Context: an optimization exercise on an open-source flow, tuned for small area. The choices shown serve that exercise and are no tape-out recipe.
The RTL was checked by simulation tests, not by an equivalence proof against the original design.
Power figures rest on the tool's default switching activity, not on a simulated workload.

==> design.v <==
module wwvb_core (
    input  wire        clk,
    input  wire        rst,           
    input  wire [15:0] cmd,
    input  wire        cmd_valid,
    input  wire [39:0] cal_in,
    output reg  [7:0]  rdata,
    output wire [15:0] period_out,
    output wire [15:0] compare_out,
    output reg         cmd_done
);
    localparam [79:0] T_Z = 80'h003F_FC00_0000_0000_0000;
    localparam [79:0] T_O = 80'h003F_FFFF_FF00_0000_03FF;
    localparam [79:0] T_M = 80'h003F_FFFF_FFFF_FFC0_03FF;
    localparam [21:0] NOMINAL_SCALED = 22'd2133332;
    localparam [21:0] SCALED_MIN     = 22'd2026666;
    localparam [21:0] SCALED_MAX     = 22'd2239998;
    localparam [1:0] SYM_0 = 2'd0, SYM_1 = 2'd1, SYM_M = 2'd2, SYM_NONE = 2'd3;
    localparam [3:0] S_IDLE  = 4'd0,
                     S_POS   = 4'd1,    
                     S_SWEEP = 4'd2,    
                     S_ACQ   = 4'd3,    
                     S_PUSHW = 4'd4,    
                     S_FSC   = 4'd5,    
                     S_FRM   = 4'd6,    
                     S_LEAP  = 4'd7,    
                     S_DISC  = 4'd8,
                     S_MUL   = 4'd9,
                     S_DIV   = 4'd10,
                     S_ADJ   = 4'd11,
                     S_TOD   = 4'd12,
                     S_RD    = 4'd13,
                     S_RDSB  = 4'd14,
                     S_RDST  = 4'd15;
    reg [3:0] state;
    function [36:0] radd;       
        input [35:0] a, b;
        input        ci;
        integer k;
        reg c;
        begin
            c = ci;
            for (k = 0; k < 36; k = k + 1) begin
                radd[k] = a[k] ^ b[k] ^ c;
                c = (a[k] & b[k]) | (c & (a[k] ^ b[k]));
            end
            radd[36] = c;
        end
    endfunction
    reg [90:0]  hist;            
    reg [6:0]   cz, co, cm;      
    reg [3:0]   pos;             
    reg [3:0]   nv;              
    reg         sdir;            
    reg         sfirst;
    reg [6:0]   pv_z, pv_o, pv_m;
    reg [3:0]   pi_z, pi_o, pi_m;
    reg [119:0] stp;             
    reg [5:0]   ph;
    reg         clr;
    reg [1:0]   sym_r;
    reg [5:0]   frame_score;
    reg         mode;
    reg [3:0]   seek_count;
    reg [6:0]   peek_in;
    reg [2:0]   missed;
    reg [3:0]   last_offset;
    reg [15:0]  acc;
    reg [31:0]  tss, tsp;
    reg [1:0]   tse;             
    reg [21:0]  scaled;
    reg [5:0]   frac_acc;
    reg         plong;           
    reg [5:0]   ticks, seconds, minutes;
    reg [4:0]   hours;
    reg [8:0]   day;
    reg [15:0]  year;
    reg         is_leap_year, has_fix, dec_rej, err, err_op;
    reg [15:0]  err_cmd;
    reg [5:0]   flags;
    reg [1:0]   cal_status;
    reg         lret;            
    reg [53:0]  W;               
    reg [4:0]   cnt;
    assign period_out  = period;
    wire [36:0] per_r   = radd({20'd0, scaled[21:6]}, 36'd0, plong);
    wire [36:0] cmp_r   = radd({20'd0, scaled[21:6]}, {36{!plong}}, 1'b0);
    wire [15:0] period  = per_r[15:0];
    wire [15:0] compare = cmp_r[15:0];
    assign compare_out = compare;
    wire [15:0] whole = scaled[21:6];
    wire [5:0]  frac  = scaled[5:0];
    wire [3:0] op = cmd[15:12];
    wire op_tick  = (op == 4'h1);
    wire op_rd    = (op == 4'h2);
    wire op_clrf  = (op == 4'h3);
    wire op_reset = (op == 4'hF);
    wire bad_op   = !(op_tick || op_rd || op_clrf || op_reset);
    wire bad_opnd = ((op_tick || op_reset) && (cmd[11:1] != 11'd0)) ||
                    (op_rd   && (cmd[11:8] != 4'd0)) ||
                    (op_clrf && (cmd[11:6] != 6'd0));
    wire strobe   = (state == S_IDLE) && cmd_valid;
    wire legal    = !(bad_op || bad_opnd);
    wire [7:0]  cal_ver  = cal_in[7:0];
    wire [31:0] cal_sc   = cal_in[39:8];
    wire [33:0] cal_cand = (cal_ver == 8'd1) ? {cal_sc, 2'b00} : {2'b00, cal_sc};
    wire [36:0] cal_lo = radd({14'd0, cal_cand[21:0]}, ~{14'd0, SCALED_MIN}, 1'b1);    
    wire [36:0] cal_hi = radd({14'd0, SCALED_MAX}, ~{14'd0, cal_cand[21:0]}, 1'b1);    
    wire cal_ok = cmd[0] && (cal_ver == 8'd1 || cal_ver == 8'd2) &&
                  (cal_cand[33:22] == 12'd0) && cal_lo[36] && cal_hi[36];
    wire [7:0] ra = rdata;
    wire blank = !has_fix && (ticks > 6'd45);
    wire [3:0] ra_h = ra[7:4];
    wire [3:0] ra_l = ra[3:0];
    wire ra_sb = ((ra_h == 4'h1) && (ra_l <= 4'h2)) ||
                 ((ra_h == 4'h5 || ra_h == 4'h6 || ra_h == 4'h7) && (ra_l <= 4'hA));
    wire ra_st = (ra_h == 4'hA) || (ra_h == 4'hB) || (ra_h == 4'hC) ||
                 ((ra_h == 4'hD) && (ra_l <= 4'hB));
    wire [3:0] rd_slot = ra[6] ? ra[3:0] : 4'd0;
    wire [1:0] rd_board = ra[6] ? {ra[5:4] == 2'b11, ra[5:4] == 2'b10} : ra[1:0];
    wire        up  = (state == S_SWEEP) ? sdir :
                      (state == S_RDSB)  ? (pos < rd_slot) :
                      (state == S_POS)   ? (pos >= 4'd6 && pos < 4'd10) : 1'b0;
    wire [3:0]  tix = up ? pos : pos - 4'd1;
    wire [10:0] hw0 = hist[10:0];
    wire [10:0] hw1 = hist[20:10];
    wire [10:0] hw2 = hist[32:22];
    wire [10:0] hw3 = hist[50:40];
    wire [10:0] hw4 = hist[68:58];
    wire [10:0] hw5 = hist[80:70];
    wire [10:0] hw6 = hist[90:80];
    wire b0 = hw0[tix];
    wire b1 = hw1[tix];
    wire b2 = hw2[tix];
    wire b3 = hw3[tix];
    wire b4 = hw4[tix];
    wire b5 = hw5[tix];
    wire b6 = hw6[tix];
    wire [6:0] dz = {6'd0, b0} + {5'd0, b5, 1'b0} - {5'd0, b4, 1'b0} - {6'd0, b6};
    wire [6:0] dro = {5'd0, b1, 1'b0} + {5'd0, b5, 1'b0} - {6'd0, b0} - {5'd0, b3, 1'b0} - {6'd0, b6};
    wire [6:0] drm = {5'd0, b1, 1'b0} + {5'd0, b5, 1'b0} - {6'd0, b0} - {5'd0, b2, 1'b0} - {6'd0, b6};
    wire       wv = (pos < nv);
    wire [6:0] ez = wv ? cz : 7'd0;
    wire [6:0] eo = wv ? co : 7'd0;
    wire [6:0] em = wv ? cm : 7'd0;
    wire [6:0] rd_corr = (rd_board == 2'd0) ? ez : (rd_board == 2'd1) ? eo : em;
    wire qz = pv_z > 7'd69;
    wire qo = pv_o > 7'd69;
    wire qm = pv_m > 7'd69;
    reg       seek_det;
    reg [1:0] seek_sym;
    always @* begin
        seek_det = 1'b0; seek_sym = SYM_NONE;
        if (qz && pi_z == 4'd5)      begin seek_det = 1'b1; seek_sym = SYM_0; end
        else if (qo && pi_o == 4'd5) begin seek_det = 1'b1; seek_sym = SYM_1; end
        else if (qm && pi_m == 4'd5) begin seek_det = 1'b1; seek_sym = SYM_M; end
    end
    reg       sync_det;
    reg [1:0] sync_sym;
    reg [3:0] sync_idx;
    always @* begin
        sync_det = 1'b0; sync_sym = SYM_NONE; sync_idx = 4'd0;
        if (qz && !qo && !qm)      begin sync_det = 1'b1; sync_sym = SYM_0; sync_idx = pi_z; end
        else if (!qz && qo && !qm) begin sync_det = 1'b1; sync_sym = SYM_1; sync_idx = pi_o; end
        else if (!qz && !qo && qm) begin sync_det = 1'b1; sync_sym = SYM_M; sync_idx = pi_m; end
    end
    wire [3:0] sync_off = 4'd5 - sync_idx;    
    wire [36:0] acc_add = radd({20'd0, acc}, {{32{sync_off[3]}}, sync_off}, 1'b0);
    wire [1:0] p0 = stp[1:0];
    wire mark_pos = (ph == 6'd0) || (ph == 6'd9) || (ph == 6'd19) || (ph == 6'd29) ||
                    (ph == 6'd39) || (ph == 6'd49) || (ph == 6'd59);
    wire fmatch = mark_pos ? (p0 == SYM_M) : !p0[1];
    wire do_push = (state == S_PUSHW) && (ph == 6'd0) && !clr;
    wire [59:0] sbv;    
    genvar gi;
    generate for (gi = 0; gi < 60; gi = gi + 1) begin : g_sb
        assign sbv[gi] = stp[2 * gi];
    end endgenerate
    wire [2:0] f_mt = {sbv[1], sbv[2], sbv[3]};
    wire [3:0] f_mu = {sbv[5], sbv[6], sbv[7], sbv[8]};
    wire [1:0] f_ht = {sbv[12], sbv[13]};
    wire [3:0] f_hu = {sbv[15], sbv[16], sbv[17], sbv[18]};
    wire [1:0] f_dh = {sbv[22], sbv[23]};
    wire [3:0] f_dt = {sbv[25], sbv[26], sbv[27], sbv[28]};
    wire [3:0] f_du = {sbv[30], sbv[31], sbv[32], sbv[33]};
    wire [3:0] f_yt = {sbv[45], sbv[46], sbv[47], sbv[48]};
    wire [3:0] f_yu = {sbv[50], sbv[51], sbv[52], sbv[53]};
    wire       f_ly = sbv[55];
    wire [36:0] fm_a = radd({30'd0, f_mt, 3'd0}, {32'd0, f_mt, 1'b0}, 1'b0);
    wire [36:0] fm_r = radd(fm_a[35:0], {32'd0, f_mu}, 1'b0);
    wire [36:0] fh_a = radd({31'd0, f_ht, 3'd0}, {33'd0, f_ht, 1'b0}, 1'b0);
    wire [36:0] fh_r = radd(fh_a[35:0], {32'd0, f_hu}, 1'b0);
    wire [36:0] fd_a = radd({29'd0, f_dt, 3'd0}, {31'd0, f_dt, 1'b0}, 1'b0);
    wire [9:0]  f_dh100 = (f_dh == 2'd0) ? 10'd0 : (f_dh == 2'd1) ? 10'd100 :
                          (f_dh == 2'd2) ? 10'd200 : 10'd300;
    wire [36:0] fd_b = radd(fd_a[35:0], {32'd0, f_du}, 1'b0);
    wire [36:0] fd_r = radd(fd_b[35:0], {26'd0, f_dh100}, 1'b0);
    wire [36:0] fy_a = radd({28'd0, f_yt, 3'd0}, {30'd0, f_yt, 1'b0}, 1'b0);
    wire [36:0] fy_b = radd(fy_a[35:0], {32'd0, f_yu}, 1'b0);
    wire [36:0] fy_r = radd(fy_b[35:0], {20'd0, 16'd2000}, 1'b0);
    wire [6:0]  f_min  = fm_r[6:0];
    wire [5:0]  f_hour = fh_r[5:0];
    wire [9:0]  f_day  = fd_r[9:0];
    wire [15:0] f_year = fy_r[15:0];
    wire f_dig = (f_mu <= 4'd9) && (f_hu <= 4'd9) && (f_dt <= 4'd9) && (f_du <= 4'd9) &&
                 (f_yt <= 4'd9) && (f_yu <= 4'd9);
    wire f_min_ok  = (f_mt <= 3'd5);
    wire f_hour_ok = (f_ht <= 2'd1) || (f_ht == 2'd2 && f_hu <= 4'd3);
    wire f_day_nz  = (f_dh != 2'd0) || (f_dt != 4'd0) || (f_du != 4'd0);
    wire f_day_le  = (f_dh != 2'd3) || (f_dt <= 4'd5) ||
                     (f_dt == 4'd6 && f_du <= (f_ly ? 4'd6 : 4'd5));
    wire f_ok = f_dig && f_min_ok && f_hour_ok && f_day_nz && f_day_le;
    wire        mc_frame  = (state == S_FRM);
    wire [5:0]  mc_min_i  = mc_frame ? f_min[5:0]  : minutes;
    wire [4:0]  mc_hour_i = mc_frame ? f_hour[4:0] : hours;
    wire [8:0]  mc_day_i  = mc_frame ? f_day[8:0]  : day;
    wire [15:0] mc_year_i = mc_frame ? f_year      : year;
    wire        mc_leap_i = mc_frame ? f_ly        : is_leap_year;
    wire        min_wrap  = (mc_min_i == 6'd59);
    wire        hour_wrap = min_wrap && (mc_hour_i == 5'd23);
    wire        day_wrap  = hour_wrap && (mc_day_i >= (mc_leap_i ? 9'd366 : 9'd365));
    wire [5:0]  mc_min    = min_wrap ? 6'd0 : mc_min_i + 6'd1;
    wire [4:0]  mc_hour   = hour_wrap ? 5'd0 : min_wrap ? mc_hour_i + 5'd1 : mc_hour_i;
    wire [8:0]  mc_day    = day_wrap ? 9'd1 : hour_wrap ? mc_day_i + 9'd1 : mc_day_i;
    wire [36:0] mc_yinc   = radd({20'd0, mc_year_i}, 36'd0, 1'b1);
    wire [15:0] mc_year   = day_wrap ? mc_yinc[15:0] : mc_year_i;
    wire        acc_big   = acc[15] ? !((acc[14:4] == 11'h7FF) && (acc[3:0] != 4'd0))
                                    : (acc[14:4] != 11'd0);
    wire        disc_fire = acc_big && ((tss[31:10] != 22'd0) || (tss[9:0] > 10'd1000));
    wire        ld_app    = (state == S_DISC);    
    wire [36:0] tss_i     = radd({4'd0, tss}, ld_app ? ~{{20{acc[15]}}, acc} : 36'd0, 1'b1);
    wire [36:0] tsp_i     = radd({4'd0, tsp}, 36'd0, 1'b1);
    wire [31:0] tss_inc   = tss_i[31:0];
    wire [31:0] tsp_inc   = tsp_i[31:0];
    wire [33:0] dd        = {tse, tss};    
    wire [34:0] dd2       = {1'b0, dd[32:0], 1'b0};
    wire [36:0] msum_r    = radd({14'd0, W[37:16]}, W[0] ? {14'd0, scaled} : 36'd0, 1'b0);
    wire [22:0] msum      = msum_r[22:0];
    wire [34:0] dtrial    = W[52:18];
    wire [36:0] dsub      = radd({1'b0, dtrial}, ~{1'b0, dd2}, 1'b1);
    wire        dge       = dsub[36];
    wire [34:0] ddiff     = dsub[34:0];
    wire [17:0] dq   = W[17:0];
    wire        dsat = W[18];
    wire        drnz = |W[53:19];
    wire [36:0] lp_s  = acc[15] ? radd({14'd0, scaled}, ~{18'd0, dq}, !drnz)
                                : radd({14'd0, scaled}, {18'd0, dq}, 1'b0);
    wire [22:0] lp_v  = lp_s[22:0];       
    wire [36:0] lp_hi = radd({14'd0, SCALED_MAX}, ~{13'd0, lp_v}, 1'b1);    
    wire [36:0] lp_lo = radd({13'd0, lp_v}, ~{14'd0, SCALED_MIN}, 1'b1);    
    reg  [21:0] lp_new;
    always @* begin
        if (dd == 34'd0)                                lp_new = SCALED_MAX;
        else if (dd[33])                                lp_new = SCALED_MIN;
        else if (!acc[15])
            lp_new = (dsat || !lp_hi[36]) ? SCALED_MAX : lp_v[21:0];
        else
            lp_new = (dsat || !lp_lo[36]) ? SCALED_MIN : lp_v[21:0];
    end
    wire [5:0] r25_t = {W[4:0], year[cnt[3:0]]};
    wire [5:0] r25_n = (r25_t >= 6'd25) ? r25_t - 6'd25 : r25_t;
    wire [36:0] cad_r   = radd({30'd0, frac_acc}, {30'd0, frac}, 1'b0);
    wire [5:0] cad_acc  = cad_r[5:0];
    wire       cad_long = cad_r[6];
    wire [5:0] ra_st_slot = {~ra[5], ra[4], ra[3:0]};    
    reg [7:0] rd_val;
    always @* begin
        rd_val = 8'h00;
        case (ra)
            8'h00: rd_val = {err, dec_rej, blank, 1'b0, 1'b0, is_leap_year, has_fix, mode};
            8'h01: rd_val = {2'b00, flags};
            8'h02: rd_val = {2'b00, ticks};
            8'h03: rd_val = {2'b00, seconds};
            8'h04: rd_val = {2'b00, minutes};
            8'h05: rd_val = {3'b000, hours};
            8'h06: rd_val = day[7:0];
            8'h07: rd_val = {7'd0, day[8]};
            8'h08: rd_val = year[7:0];
            8'h09: rd_val = year[15:8];
            8'h0A: rd_val = {2'b00, frame_score};
            8'h0B: rd_val = {6'd0, cal_status};
            8'h0C: rd_val = {6'd0, err && !err_op, err && err_op};
            8'h0D: rd_val = err_cmd[7:0];
            8'h0E: rd_val = err_cmd[15:8];
            8'h13: rd_val = {1'b0, pv_z};
            8'h14: rd_val = {4'd0, pi_z};
            8'h15: rd_val = {1'b0, pv_o};
            8'h16: rd_val = {4'd0, pi_o};
            8'h17: rd_val = {1'b0, pv_m};
            8'h18: rd_val = {4'd0, pi_m};
            8'h20: rd_val = {4'd0, seek_count};
            8'h21: rd_val = {1'b0, peek_in};
            8'h22: rd_val = {5'd0, missed};
            8'h23: rd_val = {{4{last_offset[3]}}, last_offset};
            8'h24: rd_val = acc[7:0];
            8'h25: rd_val = acc[15:8];
            8'h26: rd_val = tss[7:0];
            8'h27: rd_val = tss[15:8];
            8'h28: rd_val = tss[23:16];
            8'h29: rd_val = tss[31:24];
            8'h2A: rd_val = tsp[7:0];
            8'h2B: rd_val = tsp[15:8];
            8'h2C: rd_val = tsp[23:16];
            8'h2D: rd_val = tsp[31:24];
            8'h30, 8'h81: rd_val = scaled[7:0];
            8'h31, 8'h82: rd_val = scaled[15:8];
            8'h32, 8'h83: rd_val = {2'b00, scaled[21:16]};
            8'h34: rd_val = whole[7:0];
            8'h35: rd_val = whole[15:8];
            8'h36: rd_val = {2'b00, frac};
            8'h37: rd_val = {2'b00, frac_acc};
            8'h38: rd_val = period[7:0];
            8'h39: rd_val = period[15:8];
            8'h3A: rd_val = compare[7:0];
            8'h3B: rd_val = compare[15:8];
            8'h40: rd_val = hist[7:0];
            8'h41: rd_val = hist[15:8];
            8'h42: rd_val = hist[23:16];
            8'h43: rd_val = hist[31:24];
            8'h44: rd_val = hist[39:32];
            8'h45: rd_val = hist[47:40];
            8'h46: rd_val = hist[55:48];
            8'h47: rd_val = hist[63:56];
            8'h48: rd_val = hist[71:64];
            8'h49: rd_val = hist[79:72];
            8'h80: rd_val = 8'd2;
            8'hE0: rd_val = T_Z[7:0];    8'hE1: rd_val = T_Z[15:8];   8'hE2: rd_val = T_Z[23:16];
            8'hE3: rd_val = T_Z[31:24];  8'hE4: rd_val = T_Z[39:32];  8'hE5: rd_val = T_Z[47:40];
            8'hE6: rd_val = T_Z[55:48];  8'hE7: rd_val = T_Z[63:56];  8'hE8: rd_val = T_Z[71:64];
            8'hE9: rd_val = T_Z[79:72];
            8'hEA: rd_val = T_O[7:0];    8'hEB: rd_val = T_O[15:8];   8'hEC: rd_val = T_O[23:16];
            8'hED: rd_val = T_O[31:24];  8'hEE: rd_val = T_O[39:32];  8'hEF: rd_val = T_O[47:40];
            8'hF0: rd_val = T_O[55:48];  8'hF1: rd_val = T_O[63:56];  8'hF2: rd_val = T_O[71:64];
            8'hF3: rd_val = T_O[79:72];
            8'hF4: rd_val = T_M[7:0];    8'hF5: rd_val = T_M[15:8];   8'hF6: rd_val = T_M[23:16];
            8'hF7: rd_val = T_M[31:24];  8'hF8: rd_val = T_M[39:32];  8'hF9: rd_val = T_M[47:40];
            8'hFA: rd_val = T_M[55:48];  8'hFB: rd_val = T_M[63:56];  8'hFC: rd_val = T_M[71:64];
            8'hFD: rd_val = T_M[79:72];
            default: rd_val = 8'h00;
        endcase
    end
    always @(posedge clk) begin
        stp <= {clr ? SYM_NONE : do_push ? sym_r : p0, stp[119:2]};
        if (rst || (strobe && legal && op_reset)) begin
            ph  <= 6'd0;
            clr <= 1'b1;
        end else begin
            if (do_push)            ph <= 6'd0;
            else if (ph == 6'd59) begin ph <= 6'd0; clr <= 1'b0; end
            else                    ph <= ph + 6'd1;
        end
    end
    task reset_state;
        begin
            hist <= 91'd0;
            cz <= 7'd68; co <= 7'd40; cm <= 7'd22;
            pos <= 4'd0; nv <= 4'd0;
            pv_z <= 7'd0; pv_o <= 7'd0; pv_m <= 7'd0;
            pi_z <= 4'd0; pi_o <= 4'd0; pi_m <= 4'd0;
            frame_score <= 6'd0;
            mode <= 1'b0;
            seek_count <= 4'd0; peek_in <= 7'd0; missed <= 3'd0; last_offset <= 4'd0;
            acc <= 16'd0; tss <= 32'd0; tsp <= 32'd0; tse <= 2'd0;
            frac_acc <= 6'd0;
            ticks <= 6'd0; seconds <= 6'd0; minutes <= 6'd0; hours <= 5'd0;
            day <= 9'd1; year <= 16'd2000;
            is_leap_year <= 1'b0; has_fix <= 1'b0; dec_rej <= 1'b0;
            err <= 1'b0; err_op <= 1'b0; err_cmd <= 16'd0;
            flags <= 6'd0;
            rdata <= 8'd0;
        end
    endtask
    task step;    
        input dir_up;
        begin
            cz <= dir_up ? cz + dz  : cz - dz;
            co <= dir_up ? co + dro : co - dro;
            cm <= dir_up ? cm + drm : cm - drm;
            pos <= dir_up ? pos + 4'd1 : pos - 4'd1;
        end
    endtask
    always @(posedge clk) begin
        if (rst) begin
            reset_state;
            scaled     <= NOMINAL_SCALED;
            cal_status <= 2'd0;
            plong      <= 1'b0;
            state      <= S_IDLE;
            cmd_done   <= 1'b0;
        end else begin
            cmd_done <= 1'b0;
            case (state)
                S_IDLE: begin
                    if (cmd_valid) begin
                        if (!legal) begin
                            if (!err) begin
                                err     <= 1'b1;
                                err_op  <= bad_op;
                                err_cmd <= cmd;
                            end
                            cmd_done <= 1'b1;
                        end else if (op_rd) begin
                            rdata <= cmd[7:0];
                            state <= S_RD;
                        end else if (op_clrf) begin
                            flags    <= flags & ~cmd[5:0];
                            cmd_done <= 1'b1;
                        end else if (op_reset) begin
                            reset_state;
                            scaled     <= cal_ok ? cal_cand[21:0] : NOMINAL_SCALED;
                            cal_status <= cal_ok ? cal_ver[1:0] : 2'd0;
                            plong      <= 1'b0;
                            cmd_done   <= 1'b1;
                        end else begin
                            hist <= {hist[89:0], cmd[0]};
                            pos  <= pos + 4'd1;
                            if (nv != 4'd11) nv <= nv + 4'd1;
                            tss  <= tss_inc;
                            tsp  <= tsp_inc;
                            state <= S_POS;
                        end
                    end
                end
                S_POS: begin
                    sfirst <= 1'b1;
                    if (pos >= 4'd6) begin
                        if (pos != 4'd10) step(up);
                        else begin sdir <= 1'b0; state <= S_SWEEP; end
                    end else begin
                        if (pos != 4'd0) step(1'b0);
                        else begin sdir <= 1'b1; state <= S_SWEEP; end
                    end
                end
                S_SWEEP: begin
                    sfirst <= 1'b0;
                    if (sfirst || (sdir ? (ez > pv_z) : (ez >= pv_z))) begin pv_z <= ez; pi_z <= pos; end
                    if (sfirst || (sdir ? (eo > pv_o) : (eo >= pv_o))) begin pv_o <= eo; pi_o <= pos; end
                    if (sfirst || (sdir ? (em > pv_m) : (em >= pv_m))) begin pv_m <= em; pi_m <= pos; end
                    if (sdir ? (pos == 4'd10) : (pos == 4'd0)) state <= S_ACQ;
                    else step(sdir);
                end
                S_ACQ: begin
                    state <= mode ? S_DISC : S_TOD;
                    if (!mode) begin
                        if (seek_det) begin
                            sym_r <= seek_sym;
                            state <= S_PUSHW;
                            seek_count <= seek_count + 4'd1;
                            if (seek_count + 4'd1 >= 4'd10) begin
                                mode        <= 1'b1;
                                peek_in     <= 7'd60;
                                missed      <= 3'd0;
                                last_offset <= 4'd0;
                                acc         <= 16'd0;
                                tss         <= 32'd0;
                                tsp         <= 32'd0;
                            end
                        end
                    end else begin
                        if (peek_in == 7'd1) begin
                            state <= S_PUSHW;
                            if (sync_det) begin
                                sym_r       <= sync_sym;
                                missed      <= 3'd0;
                                last_offset <= sync_off;
                                acc         <= acc_add[15:0];
                                peek_in     <= 7'd60 + {{3{sync_off[3]}}, sync_off};
                            end else begin
                                sym_r   <= SYM_NONE;
                                missed  <= missed + 3'd1;
                                peek_in <= 7'd60;
                                if (missed + 3'd1 >= 3'd6) begin
                                    mode       <= 1'b0;
                                    seek_count <= 4'd0;
                                end
                            end
                        end else begin
                            peek_in <= peek_in - 7'd1;
                        end
                    end
                end
                S_PUSHW: begin
                    if (do_push) begin
                        frame_score <= 6'd0;
                        state <= S_FSC;
                    end
                end
                S_FSC: begin
                    if (fmatch) frame_score <= frame_score + 6'd1;
                    if (ph == 6'd59) state <= S_FRM;
                end
                S_FRM: begin
                    state <= mode ? S_DISC : S_TOD;
                    if (frame_score == 6'd60) begin
                        flags[0] <= 1'b1;
                        if (f_ok) begin
                            dec_rej      <= 1'b0;
                            minutes      <= mc_min;
                            hours        <= mc_hour;
                            day          <= mc_day;
                            year         <= mc_year;
                            is_leap_year <= mc_leap_i;
                            seconds      <= 6'd0;
                            ticks        <= 6'd14;
                            has_fix      <= 1'b1;
                            if (day_wrap) begin
                                W[4:0] <= 5'd0; cnt <= 5'd15; lret <= 1'b0; state <= S_LEAP;
                            end
                        end else begin
                            dec_rej <= 1'b1;
                        end
                    end
                end
                S_LEAP: begin
                    W[4:0] <= r25_n[4:0];
                    cnt <= cnt - 5'd1;
                    if (cnt == 5'd0) begin
                        is_leap_year <= (year[1:0] == 2'd0) && (r25_n != 6'd0 || year[3:2] == 2'd0);
                        if (lret) begin
                            cmd_done <= 1'b1;
                            state    <= S_IDLE;
                        end else begin
                            state <= mode ? S_DISC : S_TOD;
                        end
                    end
                end
                S_DISC: begin
                    if ((tsp[31:19] != 13'd0) || (tsp[18:0] >= 19'd500000)) begin
                        flags[3] <= 1'b1;
                        tsp      <= 32'd0;
                    end
                    if (disc_fire) begin
                        tss <= tss_i[31:0];
                        tse <= tss_i[33:32];
                        W   <= {16'd0, acc[15] ? scaled : 22'd0, acc[15] ? ~acc : acc};
                        cnt <= 5'd0;
                        state <= S_MUL;
                    end else begin
                        state <= S_TOD;
                    end
                end
                S_MUL: begin
                    W <= {16'd0, msum, W[15:1]};
                    cnt <= cnt + 5'd1;
                    if (cnt == 5'd15) begin
                        cnt   <= 5'd0;
                        state <= S_DIV;
                    end
                end
                S_DIV: begin
                    W <= {dge ? ddiff : dtrial, W[17:0], dge};
                    cnt <= cnt + 5'd1;
                    if (cnt == 5'd18) state <= S_ADJ;
                end
                S_ADJ: begin
                    if (lp_new != scaled) flags[5] <= 1'b1;
                    scaled <= lp_new;
                    acc    <= 16'd0;
                    tss    <= 32'd0;
                    tse    <= 2'd0;
                    state  <= S_TOD;
                end
                S_TOD: begin
                    cmd_done <= 1'b1;
                    state    <= S_IDLE;
                    if (ticks == 6'd59) begin
                        ticks    <= 6'd0;
                        flags[1] <= 1'b1;
                        if (seconds == 6'd59) begin
                            seconds  <= 6'd0;
                            flags[2] <= 1'b1;
                            minutes  <= mc_min;
                            hours    <= mc_hour;
                            day      <= mc_day;
                            year     <= mc_year;
                            if (day_wrap) begin
                                W[4:0] <= 5'd0; cnt <= 5'd15; lret <= 1'b1;
                                cmd_done <= 1'b0;
                                state <= S_LEAP;
                            end
                        end else begin
                            seconds <= seconds + 6'd1;
                        end
                    end else begin
                        ticks <= ticks + 6'd1;
                    end
                    flags[4] <= 1'b1;
                    frac_acc <= cad_acc;
                    plong    <= cad_long;
                end
                S_RD: begin
                    if (ra_sb)      state <= S_RDSB;
                    else if (ra_st) state <= S_RDST;
                    else begin
                        rdata    <= rd_val;
                        cmd_done <= 1'b1;
                        state    <= S_IDLE;
                    end
                end
                S_RDSB: begin
                    if (pos == rd_slot) begin
                        rdata    <= {1'b0, rd_corr};
                        cmd_done <= 1'b1;
                        state    <= S_IDLE;
                    end else begin
                        step(pos < rd_slot);
                    end
                end
                S_RDST: begin
                    if (!clr && ph == ra_st_slot) begin
                        rdata    <= {6'd0, p0};
                        cmd_done <= 1'b1;
                        state    <= S_IDLE;
                    end
                end
                default: state <= S_IDLE;
            endcase
        end
    end
endmodule
==> run.sh <==
#!/bin/bash
# synth_recipe.tcl (not shown) runs the flow's synth.tcl, then flattens the netlist and writes it again
# the make line also repeats each setting of config.mk as NAME=value (left out here)
make -C /OpenROAD-flow-scripts/flow DESIGN_CONFIG=/design/flow/config.mk WORK_HOME=/design/flow/orfs CLKGATE_MAP_FILE= SYNTH_SCRIPT=/design/flow/synth_recipe.tcl finish
==> config.mk <==
export PLATFORM = sky130hd
export DESIGN_NAME = wwvb_core
export DESIGN_NICKNAME = wwvb_core
export VERILOG_FILES = /design/flow/design.v
export SDC_FILE = /design/flow/constraint.sdc
export NUM_CORES = 4
export LEC_CHECK = 0
export CAP_MARGIN = 20
export CORE_MARGIN = 2
export CORE_UTILIZATION = 50
export SLEW_MARGIN = 20
==> constraint.sdc <==
create_clock -name core_clock -period 40.0 [get_ports {clk}]
set_input_delay 8.0000 -clock core_clock [delete_from_list [all_inputs] [get_ports {clk}]]
set_output_delay 8.0000 -clock core_clock [all_outputs]
set_load 0.01 [all_outputs]
==> results.json, run 1 <==
{
  "rsz0062_at_grt": "no",
  "netlist_area_um2": 37600,
  "die_w_um": 278,
  "synth.distinct_cells": 92,
  "final.setup.worst_slack_ns": 24.16,
  "ys_ff_latch": 570,
  "syn-num-nets": 4901,
  "synth_top_family_by_area": "compound AO/OA/AOI/OAI gates",
  "grt_pass1_wl_mm": 228,
  "antenna_found_initial": 9,
  "maxCapViolCount": 0,
  "crit_family": "adder cells",
  "placed_cells": 5345,
  "portBuffers": 99,
  "dr.pass1.iters": 7,
  "powerDensity_nw_per_um2": 44.4,
  "via_per_inst": 6.51,
  "synthArstFlopShare_pct": 0,
  "ios": 100,
  "synth_edf_count": 64,
  "place_ws_ns": 24.83,
  "fillCellCount": 6880,
  "tightest_slew_ns": 1.27,
  "skew_ns": 0.0529,
  "fmax_mhz": 63.1,
  "syn-mean-instance-area_um2": 8.44,
  "finalSetupTns_ns": 0,
  "routedWlPerCell_um": 28.5,
  "routed_wirelength_mm": 156,
  "synth_xor_area_share_pct": 2.21,
  "grt_overflow": 0,
  "post_cts_resized": 0,
  "cts.sinks": 570,
  "vias": 35600,
  "arrival_ns": 7.84,
  "dp_hpwl_mm": 118,
  "cts_buffers": 68,
  "crit_buf_inv": 5,
  "hold_path.class": "flop to flop",
  "slew_headroom_pct": 14.5,
  "finalHoldViolCount": 0,
  "syn2layout_area_growth_pct": 11.5,
  "drv_slew": 0,
  "cp_common_cell": "fa_1",
  "fin_nets": 4897,
  "drc": 0,
  "slowest_delay_ns": 0.62,
  "clk_latency_ns": 0.65,
  "mostFrequentLayoutCell": "nand2_1",
  "grt_pass1_vias": 33300,
  "post-route-cell-area_um2": 41900,
  "cts_tree": "done",
  "fp.dieH_um": 278,
  "drive_gt1_share_pct": 6.82,
  "start_util_pct": 50.4,
  "htreeDepth": 3,
  "synthAdderAreaFrac_pct": 16.6,
  "yosys_most_used_dff": "dfxtp_1",
  "drtIter0Drc": 4564,
  "synth-simple-area-share_pct": 19.4,
  "status": "timing/DRC/antenna clean",
  "clockBufferDepth": 3,
  "cts_hold_repair.buffers": 0,
  "muxShareOfSynthArea_pct": 3.89,
  "cp.required_ns": 32.00,
  "synth_top_cell_by_area": "dfxtp_1",
  "utilization_pct": 56.2,
  "fin_cells": 5472,
  "yosysTopAreaCellShare_pct": 27.0,
  "fin_crit_sh_pct": 39.6,
  "yosysWarnings": 1,
  "placed_cell_area_um2": 39500,
  "grt_max_degree": 93,
  "power.leakage_nw": 15.9,
  "end_kind": "output pin",
  "netlist_instances": 4450,
  "yosys-top-cells-area": "dfxtp_1 (27%), fa_1 (9.5%), ha_1 (7.1%)",
  "gp_congestion": 1.05,
  "rows": 100,
  "postCtsSetupRepairBufs": 0,
  "finalCriticalPeriod_ns": 15.84,
  "crit_slowest_cell": "clkdlybuf4s50_1",
  "worstSetupPathType": "flop to output pin",
  "core_um2": 74400,
  "path_clk_slew_ns": 0.06,
  "cp-start-kind": "flop",
  "die-area_um2": 77300,
  "mostFrequentLayoutCells": "nand2_1 (539), dfxtp_1 (504), nor2_1 (399), a21oi_1 (394), inv_1 (278)",
  "cp_max_fo": 12,
  "ir_worst_vdd_v": 0.0000532,
  "path_cells": "inv_1 -> ha_1 -> fa_1 -> fa_1 -> fa_1 -> fa_1 -> fa_1 -> inv_1 -> fa_1 -> fa_1 -> inv_1 -> fa_1 -> fa_1 -> fa_1 -> fa_1 -> fa_1 -> fa_1 -> inv_1 -> fa_1 -> xnor2_1 -> xnor2_1 -> clkdlybuf4s50_1",
  "finalSetupViolCount": 0,
  "ant_nets": 0,
  "grt_use_total_pct": 39.6,
  "ys_seq_area_share_pct": 32.1,
  "cts_root_buf": "clkbuf_16",
  "synth_compound_area_share_pct": 20.2
}
-- metal layers --
metal	wire length (µm)	global-route usage, %
met5	57	0
met4	11400	24.3
met3	14700	8.40
met2	67600	60.2
met1	61900	51.5
-- synthesized netlist by cell type (all sizes together) (32+ instances only) --
cell / instances
mux2i: 92
nand2: 540
clkbuf: 240
a22o: 36
xor2: 32
ha: 213
and2: 32
fa: 179
nor4: 47
nand4: 57
and3: 46
a211oi: 40
dfxtp: 506
xnor2: 60
o221ai: 36
inv: 279
a21oi: 396
edfxtp: 64
nor2: 406
a22oi: 151
a221oi: 38
nor3: 129
o21ai: 164
nand3: 133
a31oi: 39
-- layout make-up --
class                   instances  area, µm²  area share, %
clock inverters                26        293          0.699
clock buffers                  98       2020           4.82
inverters                     280       1050           2.51
diodes                          3       7.51         0.0179
multi-input cells            3330      23500           56.2
flip-flops and latches        570      12100           28.8
well taps                     969       1210           2.90
repair buffers                196       1720           4.11
-- worst reg2reg max path, delay by kind of cell (launching register included) --
family                     cells  cell delay, ns
AOI/OAI and AO/OA              1            0.14
adders and majority gates     33           12.24
buffers and inverters          2            0.12
DFF                            1            0.52
and+or+nand+nor                3            1.30
-- stage by stage --
stage | hold slack, ns | total power (W)
global route | 0.327 | 0.00193
finish | 0.313 | 0.00186
detailed placement | 0.312 | 0.00120
CTS | 0.321 | 0.00185
floorplan | 0.310 | 0.00100
global placement | 0.310 | 0.00120
-- final timing paths --
| path | start | endpoint | depth (start not counted) | slack (ns) |
|---|---|---|---|---|
| worst max register to register | state[1] | tse[0] | 39 | 25.59 |
| worst min register to register | stp[117] | stp[115] | 0 | 0.31 |
| worst max-delay path | plong | compare_out[15] | 22 | 24.16 |
| worst min-delay path | stp[117] | stp[115] | 0 | 0.31 |
-- registers in the layout, summed over array words and instances, names as in the netlist, 7 cells and up --
register,count
scaled,22
acc,16
pv_m,7
tss,32
tsp,32
pv_o,7
W,54
stp,120
hist,91
peek_in,7
cm,7
err_cmd,16
cz,7
day,9
year,16
pv_z,7
co,7
rdata,8
-- kinds of logic after synthesis --
| group | after synthesis |
|---|---|
| AND/OR/NAND/NOR | 1563 |
| AO/OA/AOI/OAI | 1159 |
| flip-flops | 570 |
| buffers and inverters | 550 |
| adder cells (fa/ha/maj) | 392 |
| multiplexers | 123 |
| XOR/XNOR | 93 |
-- report_power, final --
part	switching, W	leakage, nW	internal (W)
sequential	0.0000322	4.67	0.000595
combinational	0.000395	10.1	0.000187
clock	0.000276	1.13	0.000375
total	0.000702	15.9	0.00116
==> run 2: changes to the inputs <==
==> flow/run.sh (new file) <==
#!/bin/bash
# Own flow: the standard layout (standard.sh) with two changes.
# 1. Synthesis: ABC maps the logic with Yosys's default liberty script instead of ORFS's
#    speed script. Everything before ABC, so every register, its name and its cell, is the
#    standard synthesis (synth_recipe.tcl, sourced unchanged).
# 2. CTS: no dummy loads; sink clusters of up to 12 flip-flops on clkbuf_8.
# 3. Port buffers are buf_1; placement is not timing driven (40 ns leaves ample slack).
# Each tool's output goes to flow.log here; ORFS's own logs stay under orfs/logs.
set -euo pipefail
W=$(pwd)
cat > "$W/own_synth.tcl" <<EOT
proc abc {args} {
  set i [lsearch \$args -script]
  if {\$i >= 0} { set args [lreplace \$args \$i [expr {\$i + 1}]] }
  set j [lsearch \$args -constr]
  if {\$j >= 0} { set args [lreplace \$args \$j [expr {\$j + 1}]] }
  yosys abc {*}\$args
}
source $W/synth_recipe.tcl
EOT
sed "s|SYNTH_SCRIPT=[^ ]*synth_recipe.tcl|SYNTH_SCRIPT=$W/own_synth.tcl|" standard.sh > own_standard.sh
grep -q "own_synth.tcl" own_standard.sh
CTS="-sink_clustering_enable -repair_clock_nets -dont_use_dummy_load -sink_clustering_size 12 -sink_clustering_max_diameter 60 -buf_list sky130_fd_sc_hd__clkbuf_8"
bash own_standard.sh "CTS_ARGS=$CTS" "BUFFER_PORTS_ARGS=-buffer_cell sky130_fd_sc_hd__buf_1" finish > "$W/flow.log" 2>&1
==> standard.sh (new file) <==
#!/bin/bash
# synth_recipe.tcl (not shown) runs the flow's synth.tcl, then flattens the netlist and writes it again
# the make line also repeats each setting of config.mk as NAME=value (left out here)
make -C /OpenROAD-flow-scripts/flow DESIGN_CONFIG=/design/flow/config.mk WORK_HOME=/design/flow/orfs CLKGATE_MAP_FILE= SYNTH_SCRIPT=/design/flow/synth_recipe.tcl "${@:-finish}"
--- a/config.mk
+++ b/config.mk
@@ -8,4 +8,5 @@
 export CAP_MARGIN = 20
 export CORE_MARGIN = 2
 export CORE_UTILIZATION = 50
+export GPL_TIMING_DRIVEN = 0
 export SLEW_MARGIN = 20
removed: run.sh
==> run 2 against run 1 <==
Still clean; flip-flop and latch count unchanged; sequential power increased by 22%; register-to-register slack got worse by 1.0 ns; area after synthesis decreased by 6.8%; critical path type unchanged.
==> results.json, run 2 <==
{
  "gp_congestion": 1.06,
  "ios": 100,
  "worstSetupPathType": "flop to output pin",
  "fin_crit_sh_pct": 42.0,
  "vias": 33400,
  "yosys_most_used_dff": "dfxtp_1",
  "synth_common_cells": "nor2_1 (661), dfxtp_1 (506), a21oi_1 (361)",
  "grt_overflow": 0,
  "yosysTopAreaCellShare_pct": 29.0,
  "power.leakage_nw": 13.7,
  "slew_headroom_pct": 19.6,
  "placed_cell_area_um2": 37600,
  "powerDensity_nw_per_um2": 62.8,
  "post_cts_resized": 0,
  "cts.sinks": 570,
  "postCtsSetupRepairBufs": 0,
  "hp-start": "stp[48]",
  "antenna_found_initial": 10,
  "grt_use_total_pct": 38.2,
  "ant_nets": 0,
  "synth_edf_count": 64,
  "finalSetupTns_ns": 0,
  "post-route-cell-area_um2": 38500,
  "ys_seq_area_share_pct": 34.5,
  "rr_endpoint": "tse[0]",
  "rsz0062_at_grt": "no",
  "cts_buffers": 61,
  "cp-start-kind": "flop",
  "skew_ns": 0.153,
  "finalSetupViolCount": 0,
  "mostFrequentLayoutCell": "nor2_1",
  "dr.pass1.iters": 10,
  "grt_util_met1_pct": 52.6,
  "busiest_layer": "met2",
  "r2r_cells": 40,
  "synth.distinct_cells": 66,
  "fillCellCount": 6565,
  "top_regs": "stp (120), hist (91), W (54)",
  "portBuffers": 99,
  "clk_latency_ns": 0.78,
  "synth.most_common_cell": "nor2_1",
  "rrSetupSlack_ns": 24.59,
  "cp.required_ns": 32.00,
  "yosysWarnings": 1,
  "fmax_mhz": 59.5,
  "finalCriticalPeriod_ns": 16.80,
  "syn-mean-instance-area_um2": 8.73,
  "status": "timing/DRC/antenna clean",
  "arrival_ns": 8.80,
  "grt_pass1_vias": 30800,
  "fin_nets": 4688,
  "ys_ff_latch": 570,
  "synthArstFlopShare_pct": 0,
  "synth_top_cell_by_area": "dfxtp_1",
  "drtIter0Drc": 4636,
  "cts_root_buf": "clkbuf_8",
  "yosys-top-cells-area": "dfxtp_1 (29%), fa_1 (10%), ha_1 (7.6%)",
  "cp_max_fo": 13,
  "finalHoldViolCount": 0,
  "cts_hold_repair.buffers": 0,
  "maxCapViolCount": 0,
  "syn-num-nets": 4460,
  "utilization_pct": 55.8,
  "top_register": "stp",
  "netlist_instances": 4009,
  "syn2layout_area_growth_pct": 9.95,
  "hold_path.class": "flop to flop",
  "routedWlPerCell_um": 26.9,
  "drv_slew": 0,
  "drive_gt1_share_pct": 4.44,
  "tightest_slew_ns": 1.21,
  "ff_latch_area_um2": 12100,
  "ir_worst_vdd_v": 0.000179,
  "cts_tree": "done",
  "die-area_um2": 72100,
  "reg2reg_from": "state[0]",
  "path_clk_slew_ns": 0.09,
  "die_w_um": 269,
  "via_per_inst": 6.45,
  "grt_max_degree": 73,
  "end_kind": "output pin",
  "grtUsageMet3_pct": 7.60,
  "start_util_pct": 50.7,
  "clockBufferDepth": 3,
  "largest_reg_flops": 120,
  "routed_wirelength_mm": 139,
  "core_um2": 68900,
  "drc": 0,
  "mostFrequentLayoutCells": "nor2_1 (653), dfxtp_1 (505), a21oi_1 (356), clkinv_1 (265), nand2_1 (265)",
  "dp_hpwl_mm": 107,
  "grtUsageMet2_pct": 56.2,
  "multi_input_area_um2": 22200,
  "fp.dieH_um": 269,
  "hold_ws_ns": 0.237,
  "holdPathStages": 0,
  "htreeDepth": 2,
  "rows": 96,
  "hold_end": "stp[46]",
  "grt_pass1_wl_mm": 204,
  "netlist_area_um2": 35000
}
==> run 2: routing by layer <==
metal	part of all wire, %	wire length, µm	vias to the layer above
met1	41	57100	16000
met5	0.066	91	-
li1	-	-	15100
met2	42	58500	1848
met3	10	14300	446
met4	6.5	9020	12
==> run 2: cell type report <==
| type | count | share of cell area (%) |
|---|---|---|
| Tap cell | 931 | 3.03 |
| Inverter | 266 | 2.60 |
| Sequential cell | 570 | 31.3 |
| Timing Repair Buffer | 165 | 3.24 |
| Clock buffer | 61 | 2.18 |
| Antenna cell | 3 | 0.0195 |
| Multi-Input combinational cell | 3173 | 57.6 |
==> run 2: per-stage QoR <==
stage / setup slack [ns] / total power [W] / std cells
CTS: 23.22 / 0.00239 / 5165
detailed placement: 24.01 / 0.00205 / 5104
floorplan: 23.97 / 0.00165 / 4009
global placement: 3.58 / 0.00201 / 5039
global route: 23.00 / 0.00258 / 5168
finish: 23.20 / 0.00242 / 5169
==> run 2: kinds of logic (layout without fill, tap and decap cells) <==
group / count (synthesis) / in the layout / synth area share [%]
other cells: 0 / 3 / 0
simple gates: 1565 / 1565 / 20.4
buf+inv: 266 / 492 / 2.85
flops: 570 / 570 / 34.5
compound gates: 1030 / 1030 / 19.0
mux: 60 / 60 / 2.25
fa+ha+maj: 392 / 392 / 17.9
xor+xnor: 126 / 126 / 3.15
==> run 2: critical path, cell delays in order, from the launching register on <==
cell and delay (ns):
dfxtp_1 0.59, clkinv_1 0.72, ha_1 0.48, fa_1 0.39
fa_1 0.46, fa_1 0.42, fa_1 0.40, fa_1 0.46
clkinv_1 0.09, fa_1 0.18, fa_1 0.18, clkinv_1 0.07
fa_1 0.37, fa_1 0.39, fa_1 0.50, fa_1 0.42
fa_1 0.41, fa_1 0.42, clkinv_1 0.08, fa_1 0.18
xor2_1 0.08, xnor2_1 0.58, buf_1 0.21
==> run 2: power by group <==
group | switching (W) | total, W | internal [W]
Sequential | 0.000137 | 0.000768 | 0.000631
Clock | 0.000205 | 0.000339 | 0.000134
Combinational | 0.000807 | 0.00131 | 0.000502
Total | 0.00115 | 0.00242 | 0.00127
==> run 2: worst max path at each step <==
stage	start	endpoint	slack [ns]	cells after the start
after floorplan	cmd[13]	nv[3]	23.97	7
after global placement	rst	W[39]	3.58	2
after detailed placement	plong	compare_out[15]	24.01	22
after CTS	plong	compare_out[15]	23.22	22
after global routing	plong	compare_out[15]	23.00	22
final	plong	compare_out[15]	23.20	22
==> run 3: changes to the inputs <==
--- a/design.v
+++ b/design.v
@@ -81,10 +81,10 @@
     reg [1:0]   cal_status;
     reg         lret;            
     reg [53:0]  W;               
-    reg [4:0]   cnt;
+    reg [5:0]   cnt;
     assign period_out  = period;
     wire [36:0] per_r   = radd({20'd0, scaled[21:6]}, 36'd0, plong);
-    wire [36:0] cmp_r   = radd({20'd0, scaled[21:6]}, {36{!plong}}, 1'b0);
+    wire [36:0] cmp_r   = radd({20'd0, per_r[15:0]}, {20'd0, 16'hFFFF}, 1'b0);
     wire [15:0] period  = per_r[15:0];
     wire [15:0] compare = cmp_r[15:0];
     assign compare_out = compare;
@@ -234,29 +234,24 @@
     wire [31:0] tsp_inc   = tsp_i[31:0];
     wire [33:0] dd        = {tse, tss};    
     wire [34:0] dd2       = {1'b0, dd[32:0], 1'b0};
-    wire [36:0] msum_r    = radd({14'd0, W[37:16]}, W[0] ? {14'd0, scaled} : 36'd0, 1'b0);
+    wire        in_adj    = (state == S_ADJ);
+    wire [21:0] add_a     = in_adj ? {{4{acc[15]}}, W[33:16]} : W[37:16];
+    wire [36:0] msum_r    = radd({14'd0, add_a}, (W[0] || in_adj) ? {14'd0, scaled} : 36'd0,
+                                 in_adj && acc[15] && !sfirst);
     wire [22:0] msum      = msum_r[22:0];
     wire [34:0] dtrial    = W[52:18];
     wire [36:0] dsub      = radd({1'b0, dtrial}, ~{1'b0, dd2}, 1'b1);
     wire        dge       = dsub[36];
     wire [34:0] ddiff     = dsub[34:0];
-    wire [17:0] dq   = W[17:0];
-    wire        dsat = W[18];
-    wire        drnz = |W[53:19];
-    wire [36:0] lp_s  = acc[15] ? radd({14'd0, scaled}, ~{18'd0, dq}, !drnz)
-                                : radd({14'd0, scaled}, {18'd0, dq}, 1'b0);
-    wire [22:0] lp_v  = lp_s[22:0];       
+    wire        dsat = W[34] ^ acc[15];
+    wire [22:0] lp_v  = msum;             
     wire [36:0] lp_hi = radd({14'd0, SCALED_MAX}, ~{13'd0, lp_v}, 1'b1);    
-    wire [36:0] lp_lo = radd({13'd0, lp_v}, ~{14'd0, SCALED_MIN}, 1'b1);    
-    reg  [21:0] lp_new;
-    always @* begin
-        if (dd == 34'd0)                                lp_new = SCALED_MAX;
-        else if (dd[33])                                lp_new = SCALED_MIN;
-        else if (!acc[15])
-            lp_new = (dsat || !lp_hi[36]) ? SCALED_MAX : lp_v[21:0];
-        else
-            lp_new = (dsat || !lp_lo[36]) ? SCALED_MIN : lp_v[21:0];
-    end
+    wire [36:0] lp_lo = radd({14'd0, lp_v[21:0]}, ~{14'd0, SCALED_MIN}, 1'b1);    
+    wire        lp_max = (dd == 34'd0) || (!dd[33] && !acc[15] && (dsat || !lp_hi[36]));
+    wire        lp_min = !lp_max && (dd[33] || (acc[15] && (dsat || !lp_lo[36])));
+    wire [21:0] lp_new = lp_max ? SCALED_MAX : lp_min ? SCALED_MIN : lp_v[21:0];
+    wire        lp_q0  = acc[15] ? ((&W[33:16]) && !sfirst) : (W[33:16] == 18'd0);
+    wire        lp_chg = lp_max ? (scaled != SCALED_MAX) : lp_min ? (scaled != SCALED_MIN) : !lp_q0;
     wire [5:0] r25_t = {W[4:0], year[cnt[3:0]]};
     wire [5:0] r25_n = (r25_t >= 6'd25) ? r25_t - 6'd25 : r25_t;
     wire [36:0] cad_r   = radd({30'd0, frac_acc}, {30'd0, frac}, 1'b0);
@@ -504,7 +499,7 @@
                             ticks        <= 6'd14;
                             has_fix      <= 1'b1;
                             if (day_wrap) begin
-                                W[4:0] <= 5'd0; cnt <= 5'd15; lret <= 1'b0; state <= S_LEAP;
+                                W[4:0] <= 5'd0; cnt <= 6'd15; lret <= 1'b0; state <= S_LEAP;
                             end
                         end else begin
                             dec_rej <= 1'b1;
@@ -513,8 +508,8 @@
                 end
                 S_LEAP: begin
                     W[4:0] <= r25_n[4:0];
-                    cnt <= cnt - 5'd1;
-                    if (cnt == 5'd0) begin
+                    cnt <= cnt - 6'd1;
+                    if (cnt == 6'd0) begin
                         is_leap_year <= (year[1:0] == 2'd0) && (r25_n != 6'd0 || year[3:2] == 2'd0);
                         if (lret) begin
                             cmd_done <= 1'b1;
@@ -533,7 +528,7 @@
                         tss <= tss_i[31:0];
                         tse <= tss_i[33:32];
                         W   <= {16'd0, acc[15] ? scaled : 22'd0, acc[15] ? ~acc : acc};
-                        cnt <= 5'd0;
+                        cnt <= 6'd0;
                         state <= S_MUL;
                     end else begin
                         state <= S_TOD;
@@ -541,19 +536,21 @@
                 end
                 S_MUL: begin
                     W <= {16'd0, msum, W[15:1]};
-                    cnt <= cnt + 5'd1;
-                    if (cnt == 5'd15) begin
-                        cnt   <= 5'd0;
+                    cnt <= cnt + 6'd1;
+                    if (cnt == 6'd15) begin
+                        cnt   <= 6'd0;
                         state <= S_DIV;
                     end
                 end
                 S_DIV: begin
-                    W <= {dge ? ddiff : dtrial, W[17:0], dge};
-                    cnt <= cnt + 5'd1;
-                    if (cnt == 5'd18) state <= S_ADJ;
+                    if (cnt <= 6'd18) W <= {dge ? ddiff : dtrial, W[17:0], dge ^ acc[15]};
+                    else              W <= {W[52:0], 1'b0};
+                    if (cnt == 6'd19) sfirst <= |W[53:19];
+                    cnt <= cnt + 6'd1;
+                    if (cnt == 6'd34) state <= S_ADJ;
                 end
                 S_ADJ: begin
-                    if (lp_new != scaled) flags[5] <= 1'b1;
+                    if (lp_chg) flags[5] <= 1'b1;
                     scaled <= lp_new;
                     acc    <= 16'd0;
                     tss    <= 32'd0;
@@ -574,7 +571,7 @@
                             day      <= mc_day;
                             year     <= mc_year;
                             if (day_wrap) begin
-                                W[4:0] <= 5'd0; cnt <= 5'd15; lret <= 1'b1;
+                                W[4:0] <= 5'd0; cnt <= 6'd15; lret <= 1'b1;
                                 cmd_done <= 1'b0;
                                 state <= S_LEAP;
                             end
--- a/flow/run.sh
+++ b/flow/run.sh
@@ -1,5 +1,5 @@
 #!/bin/bash
-# Own flow: the standard layout (standard.sh) with two changes.
+# Own flow: the standard layout (standard.sh) with three changes.
 # 1. Synthesis: ABC maps the logic with Yosys's default liberty script instead of ORFS's
 #    speed script. Everything before ABC, so every register, its name and its cell, is the
 #    standard synthesis (synth_recipe.tcl, sourced unchanged).
==> run 3 against run 2 <==
Routed wire length fell by 4.6%; combinational power down 7%; sequential share of layout area increased by 1.4 points; maximum frequency up 11%; sequential power fell by 4.6%; highest routed layer unchanged.
==> results.json, run 3 <==
{
  "crit_slowest_cell": "dfxtp_1",
  "worstSetupPathType": "flop to flop",
  "vias": 32000,
  "syn-mean-instance-area_um2": 8.77,
  "final.setup.worst_slack_ns": 24.88,
  "ios": 100,
  "synth_edf_count": 65,
  "netlist_instances": 3831,
  "portBuffers": 99,
  "fp.dieH_um": 263,
  "cts_root_buf": "clkbuf_8",
  "ir_worst_vdd_v": 0.000140,
  "utilization_pct": 55.2,
  "drtIter0Drc": 4549,
  "powerDensity_nw_per_um2": 62.0,
  "dr.pass1.iters": 12,
  "synth_common_cells": "nor2_1 (680), dfxtp_1 (506), nand2_1 (269)",
  "die_w_um": 263,
  "status": "timing/DRC/antenna clean",
  "power.total_w": 0.00228,
  "core_um2": 66800,
  "yosysTopAreaCellShare_pct": 30.2,
  "rr_endpoint": "tse[0]",
  "routedWlPerCell_um": 26.9,
  "start_util_pct": 50.3,
  "fin_crit_sh_pct": 37.8,
  "synth.distinct_cells": 64,
  "top_regs": "stp (120), hist (91), W (54)",
  "synth_top_cell_by_area": "dfxtp_1",
  "drv_slew": 0,
  "cts_hold_repair.buffers": 0,
  "synth-simple-area-share_pct": 19.7,
  "cp-start-kind": "flop",
  "dp_hpwl_mm": 103,
  "tightest_slew_ns": 1.31,
  "r2r_cells": 41,
  "hold_path.class": "flop to flop",
  "synth.most_common_cell": "nor2_1",
  "ys_ff_latch": 571,
  "rsz0062_at_grt": "no",
  "path_clk_slew_ns": 0.08,
  "skew_ns": 0.0597,
  "via_per_inst": 6.51,
  "netlist_area_um2": 33600,
  "die-area_um2": 69200,
  "reg2reg_from": "state[3]",
  "synth_compound_area_share_pct": 20.5,
  "postCtsSetupRepairBufs": 0,
  "grt_max_degree": 65,
  "drc": 0,
  "cts_buffers": 59,
  "cp.required_ns": 40.61,
  "ys_seq_area_share_pct": 36.0,
  "fillCellCount": 6379,
  "finalHoldViolCount": 0,
  "routed_wirelength_mm": 132,
  "slowest_delay_ns": 0.82,
  "largest_reg_flops": 120,
  "hold_ws_ns": 0.309,
  "muxShareOfSynthArea_pct": 2.85,
  "mostFrequentLayoutCells": "nor2_1 (669), dfxtp_1 (505), nand2_1 (268), clkinv_1 (240), a21oi_1 (227)",
  "yosys_most_used_dff": "dfxtp_1",
  "rrSetupSlack_ns": 24.88,
  "rows": 95,
  "syn2layout_area_growth_pct": 9.74,
  "grt_use_total_pct": 37.5,
  "place_ws_ns": 25.21,
  "slew_headroom_pct": 12.7,
  "grt_pass1_vias": 29400,
  "fmax_mhz": 66.1,
  "clk_latency_ns": 0.74,
  "fin_nets": 4446,
  "cts.sinks": 571,
  "antenna_found_initial": 8,
  "placed_cell_area_um2": 36000,
  "ant_nets": 0,
  "hold_end": "stp[112]",
  "grt_pass1_wl_mm": 197,
  "yosysWarnings": 1,
  "yosys-top-cells-area": "dfxtp_1 (30%), ha_1 (7.9%), fa_1 (7.8%)",
  "holdPathStages": 0,
  "mostFrequentLayoutCell": "nor2_1",
  "drive_gt1_share_pct": 3.89,
  "post-route-cell-area_um2": 36900,
  "cts_tree": "done",
  "top_register": "stp",
  "synth_xor_area_share_pct": 2.57,
  "synthAdderAreaFrac_pct": 15.7,
  "end_kind": "flop",
  "cp_common_cell": "fa_1",
  "power.leakage_nw": 13.1,
  "grt_overflow": 0,
  "gp_congestion": 1.05,
  "synth_top_family_by_area": "compound AO/OA/AOI/OAI gates",
  "htreeDepth": 2,
  "clockBufferDepth": 3,
  "syn-num-nets": 4234,
  "arrival_ns": 15.74,
  "maxCapViolCount": 0,
  "synthArstFlopShare_pct": 0,
  "hp-start": "stp[114]",
  "finalCriticalPeriod_ns": 15.12,
  "finalSetupViolCount": 0,
  "post_cts_resized": 0,
  "cp_max_fo": 21
}
==> run 3: changes by cell type after synthesis, sizes merged, moves of 26 or more <==
cell / change
a21oi: -131
nor3: -117
a22oi: +89
fa: -48
mux2i: +45
xnor2: -27
clkinv: -26
==> run 3: per-stage QoR <==
stage | std cells | TNS (ns)
3_3_place_gp | 4803 | -30.81
6_report | 4918 | 0
3_5_place_dp | 4853 | 0
5_1_grt | 4916 | 0
4_1_cts | 4912 | 0
2_1_floorplan | 3831 | 0
==> run 3: report_power, final <==
part / total (W) / leakage [nW] / internal (W) / switching (W)
clock: 0.000336 / 0.424 / 0.000130 / 0.000205
combinational: 0.00122 / 7.98 / 0.000440 / 0.000776
sequential: 0.000733 / 4.70 / 0.000631 / 0.000102
total: 0.00228 / 13.1 / 0.00120 / 0.00108
==> run 3: worst max path at each step <==
stage / startpoint / to / slack, ns / cells past startpoint
detailed placement: state[3] / tse[0] / 25.21 / 41
floorplan: W[19] / W[20] / 26.34 / 43
CTS: state[3] / tse[0] / 25.03 / 41
global route: state[3] / tse[0] / 24.44 / 41
global placement: rst / W[31] / -0.64 / 2
finish: state[3] / tse[0] / 24.88 / 41
==> run 3: metal layers <==
metal / part of all wire [%] / vias to the layer above / track usage, %
li1: - / 14500 / -
met1: 42 / 15300 / 52.4
met2: 41 / 1710 / 53.8
met3: 10 / 415 / 9.04
met4: 5.9 / 14 / 18.9
met5: 0.11 / - / 0.624
==> run 3: logic make-up (layout without fill, tap and decap cells) <==
family,count (synthesis),in the layout
AND/OR/NAND/NOR,1469,1469
AO/OA/AOI/OAI,1022,1022
flip-flops,571,571
adder cells (fa/ha/maj),344,344
buffers and inverters,240,450
XOR/XNOR,97,97
multiplexers,88,88
other,0,4
==> run 3: final cells by class <==
cell class | instances | area, µm² | share of cell area, %
clock buffer | 59 | 812 | 2.20
tap | 873 | 1090 | 2.96
timing repair buffer | 151 | 1150 | 3.13
sequential | 571 | 12100 | 32.8
inverter | 240 | 901 | 2.44
multi-input combinational | 3020 | 20800 | 56.4
antenna | 4 | 10.0 | 0.0272
==> run 3: critical path: cells and delay by family (launching register included) <==
kind            cells  cell delay [ns]
compound gates      1             0.18
fa+ha+maj          33            12.30
buf+inv             4             0.26
flops               1             0.82
simple gates        3             1.41
==> run 4: changes to the inputs <==
--- a/flow/run.sh
+++ b/flow/run.sh
@@ -4,7 +4,7 @@
 #    speed script. Everything before ABC, so every register, its name and its cell, is the
 #    standard synthesis (synth_recipe.tcl, sourced unchanged).
 # 2. CTS: no dummy loads; sink clusters of up to 12 flip-flops on clkbuf_8.
-# 3. Port buffers are buf_1; placement is not timing driven (40 ns leaves ample slack).
+# 3. Port buffers are buf_1 (the smallest buffer).
 # Each tool's output goes to flow.log here; ORFS's own logs stay under orfs/logs.
 set -euo pipefail
 W=$(pwd)
--- a/config.mk
+++ b/config.mk
@@ -7,6 +7,6 @@
 export LEC_CHECK = 0
 export CAP_MARGIN = 20
 export CORE_MARGIN = 2
-export CORE_UTILIZATION = 50
-export GPL_TIMING_DRIVEN = 0
+export CORE_UTILIZATION = 60
+export GPL_TIMING_DRIVEN = 1
 export SLEW_MARGIN = 20
==> run 4 against run 3 <==
Largest power group unchanged; first-iteration DRC count is 33% higher; power is 2.7% higher; register-to-register slack better by 0.28 ns; non-clock buffer count is 15 higher; clock power hardly changed; highest routed layer unchanged; still clean on timing, DRC and antenna.
==> results.json, run 4 <==
{
  "crit_family": "adder cells",
  "portBuffers": 99,
  "drtIter0Drc": 6064,
  "yosysTopAreaCellShare_pct": 30.2,
  "cts_tree": "done",
  "grt_overflow": 0,
  "fin_crit_sh_pct": 37.1,
  "dr.pass1.iters": 11,
  "fillCellCount": 4669,
  "drv_slew": 0,
  "swShare_pct": 48.5,
  "synth_common_cells": "nor2_1 (680), dfxtp_1 (506), nand2_1 (269)",
  "cp_max_fo": 21,
  "clockBufferDepth": 3,
  "ios": 100,
  "yosys_most_used_dff": "dfxtp_1",
  "comb_power_share_pct": 54.8,
  "power.leakage_nw": 13.0,
  "clk_latency_ns": 0.75,
  "slew_headroom_pct": 20.3,
  "yosys-top-cells-area": "dfxtp_1 (30%), ha_1 (7.9%), fa_1 (7.8%)",
  "power.total_w": 0.00234,
  "rsz0062_at_grt": "no",
  "die-area_um2": 57900,
  "end_kind": "flop",
  "routed_wirelength_mm": 137,
  "dp_hpwl_mm": 103,
  "synth.distinct_cells": 64,
  "netlist_area_um2": 33600,
  "wl_met3_mm": 18.8,
  "crit_buf_inv": 4,
  "maxCapViolCount": 0,
  "start_util_pct": 60.8,
  "ant_nets": 0,
  "ys_seq_area_share_pct": 36.0,
  "cp_common_cell": "fa_1",
  "cts_root_buf": "clkbuf_8",
  "finalSetupTns_ns": 0,
  "top_register": "stp",
  "placed_cells": 4743,
  "vias": 34100,
  "via_per_inst": 7.09,
  "top_regs": "stp (120), hist (91), W (54)",
  "post-route-cell-area_um2": 36300,
  "place_ws_ns": 25.39,
  "cp-start-kind": "flop",
  "synth.most_common_cell": "nor2_1",
  "route.met2.wl_mm": 58.3,
  "post_cts_resized": 0,
  "ys_ff_latch": 571,
  "powerDensity_nw_per_um2": 64.6,
  "cts_hold_repair.buffers": 0,
  "finalCriticalPeriod_ns": 14.84,
  "core_um2": 55200,
  "antenna_found_initial": 9,
  "yosysWarnings": 1,
  "drc": 0,
  "syn-num-nets": 4234,
  "netlist_instances": 3831,
  "tightest_slew_ns": 1.19,
  "skew_ns": 0.0883,
  "grt_pass1_vias": 32200,
  "hold_path.class": "flop to flop",
  "cts_buffers": 59,
  "fin_nets": 4461,
  "drt-met1-wl_mm": 50.1,
  "grt_max_degree": 107,
  "grt_use_total_pct": 46.8,
  "fin_cells": 4808,
  "synthArstFlopShare_pct": 0,
  "power.share.sequential_pct": 30.8,
  "rows": 86,
  "cts.sinks": 571,
  "postCtsSetupRepairBufs": 0,
  "routedWlPerCell_um": 28.5,
  "mostFrequentLayoutCells": "nor2_1 (676), dfxtp_1 (506), nand2_1 (269), clkinv_1 (240), a21oi_1 (230)",
  "gp_congestion": 1.12,
  "syn2layout_area_growth_pct": 8.13,
  "cp.required_ns": 40.66,
  "p_int_w": 0.00121,
  "status": "timing/DRC/antenna clean",
  "slowest_delay_ns": 0.70,
  "final.setup.worst_slack_ns": 25.16,
  "fmax_mhz": 67.4,
  "syn-mean-instance-area_um2": 8.77,
  "htreeDepth": 2,
  "fp.dieH_um": 241,
  "drive_gt1_share_pct": 3.67,
  "p_clk_share_pct": 14.4,
  "die_w_um": 241,
  "ir_worst_vdd_v": 0.000166,
  "finalSetupViolCount": 0,
  "crit_slowest_cell": "dfxtp_1",
  "p_switching_w": 0.00114,
  "worstSetupPathType": "flop to flop",
  "arrival_ns": 15.50,
  "grt_pass1_wl_mm": 202,
  "top_layer_used": "met5",
  "synth_edf_count": 65,
  "finalHoldViolCount": 0,
  "mostFrequentLayoutCell": "nor2_1",
  "synth_top_cell_by_area": "dfxtp_1",
  "path_clk_slew_ns": 0.09,
  "placed_cell_area_um2": 35500,
  "largest_reg_flops": 120
}
[run 4: cell counts after synthesis]
Identical to the previous run, type by type.
[run 4: final cells by class]
cell class | count | area [µm²] | share of cell area, %
Antenna cell | 4 | 10.0 | 0.0276
Clock buffer | 59 | 812 | 2.24
Inverter | 240 | 901 | 2.48
Multi-Input combinational cell | 3020 | 20700 | 57.0
Sequential cell | 571 | 12100 | 33.3
Tap cell | 748 | 936 | 2.58
Timing Repair Buffer | 166 | 888 | 2.45
[run 4: through the flow]
stage,hold WS (ns),util [%]
floorplan,0.310,-
finish,0.308,65.8
global placement,0.311,64.2
detailed placement,0.312,64.2
global route,0.304,65.8
CTS,0.292,65.7
[run 4: worst paths after layout]
path / start / end / slack (ns) / cells after the start
max reg2reg: state[3] / tse[0] / 25.16 / 41
min reg2reg: stp[115] / stp[113] / 0.31 / 0
min: stp[115] / stp[113] / 0.31 / 0
max: state[3] / tse[0] / 25.16 / 41
[run 4: cell families (layout without fill, tap and decap cells)]
kind of cell	count (synthesis)	count (layout)	share of synthesized area, %
buffers and inverters	240	465	2.68
AO/OA/AOI/OAI	1022	1022	20.5
other	0	4	0
adder cells (fa/ha/maj)	344	344	15.7
flip-flops	571	571	36.0
multiplexers	88	88	2.85
AND/OR/NAND/NOR	1469	1469	19.7
XOR/XNOR	97	97	2.57
[run 4: power groups by stage]
stage / clock, W / combinational (W) / sequential, W
final: 0.000337 / 0.00129 / 0.000722
after global routing: 0.000354 / 0.00139 / 0.000723
after CTS: 0.000336 / 0.00124 / 0.000714
after detailed placement: 0 / 0.00123 / 0.000727
after global placement: 0 / 0.00116 / 0.000724
after floorplan: 0 / 0.000862 / 0.000696
[run 4: layer usage]
layer | vias to the layer above | GRT usage, %
met1 | 16300 | 60.3
met3 | 616 | 13.9
li1 | 14500 | -
met4 | 10 | 27.6
met5 | - | 0
met2 | 2590 | 69.8

[what the ideal ports hide]
No port has a modelled driver above. Below, the same layouts with a new extraction and two added sets of constraints.
Step 1 sets driving cells, clkbuf_16 on the clock port and buf_2 on the other inputs (assumed; they add their load-dependent delay and slew).
Step 2, shift: input delay + t, output delay - t, t = (earliest + latest rising clock arrival at the registers) / 2. This alone moves slack from input paths to output paths.
a / b / c = no drivers / after step 1 / after step 2; a / b = the first two.
| run | t, ns | slack for setup (ns) | worst hold slack (ns) | pins driven straight from the clock port |
|---|---|---|---|---|
| run 1 | 0.700 | 24.155 / 24.082 / 24.781 | 0.313 / 0.313 / 0.313 | 1 |
| run 2 | 0.766 | 23.204 / 23.139 / 23.906 | 0.237 / 0.237 / 0.237 | 1 |
| run 3 | 0.766 | 24.876 / 24.876 / 24.876 | 0.309 / 0.309 / 0.309 | 1 |
| run 4 | 0.761 | 25.159 / 25.159 / 25.159 | 0.308 / 0.308 / 0.308 | 1 |
After both steps every run listed still meets setup and hold.
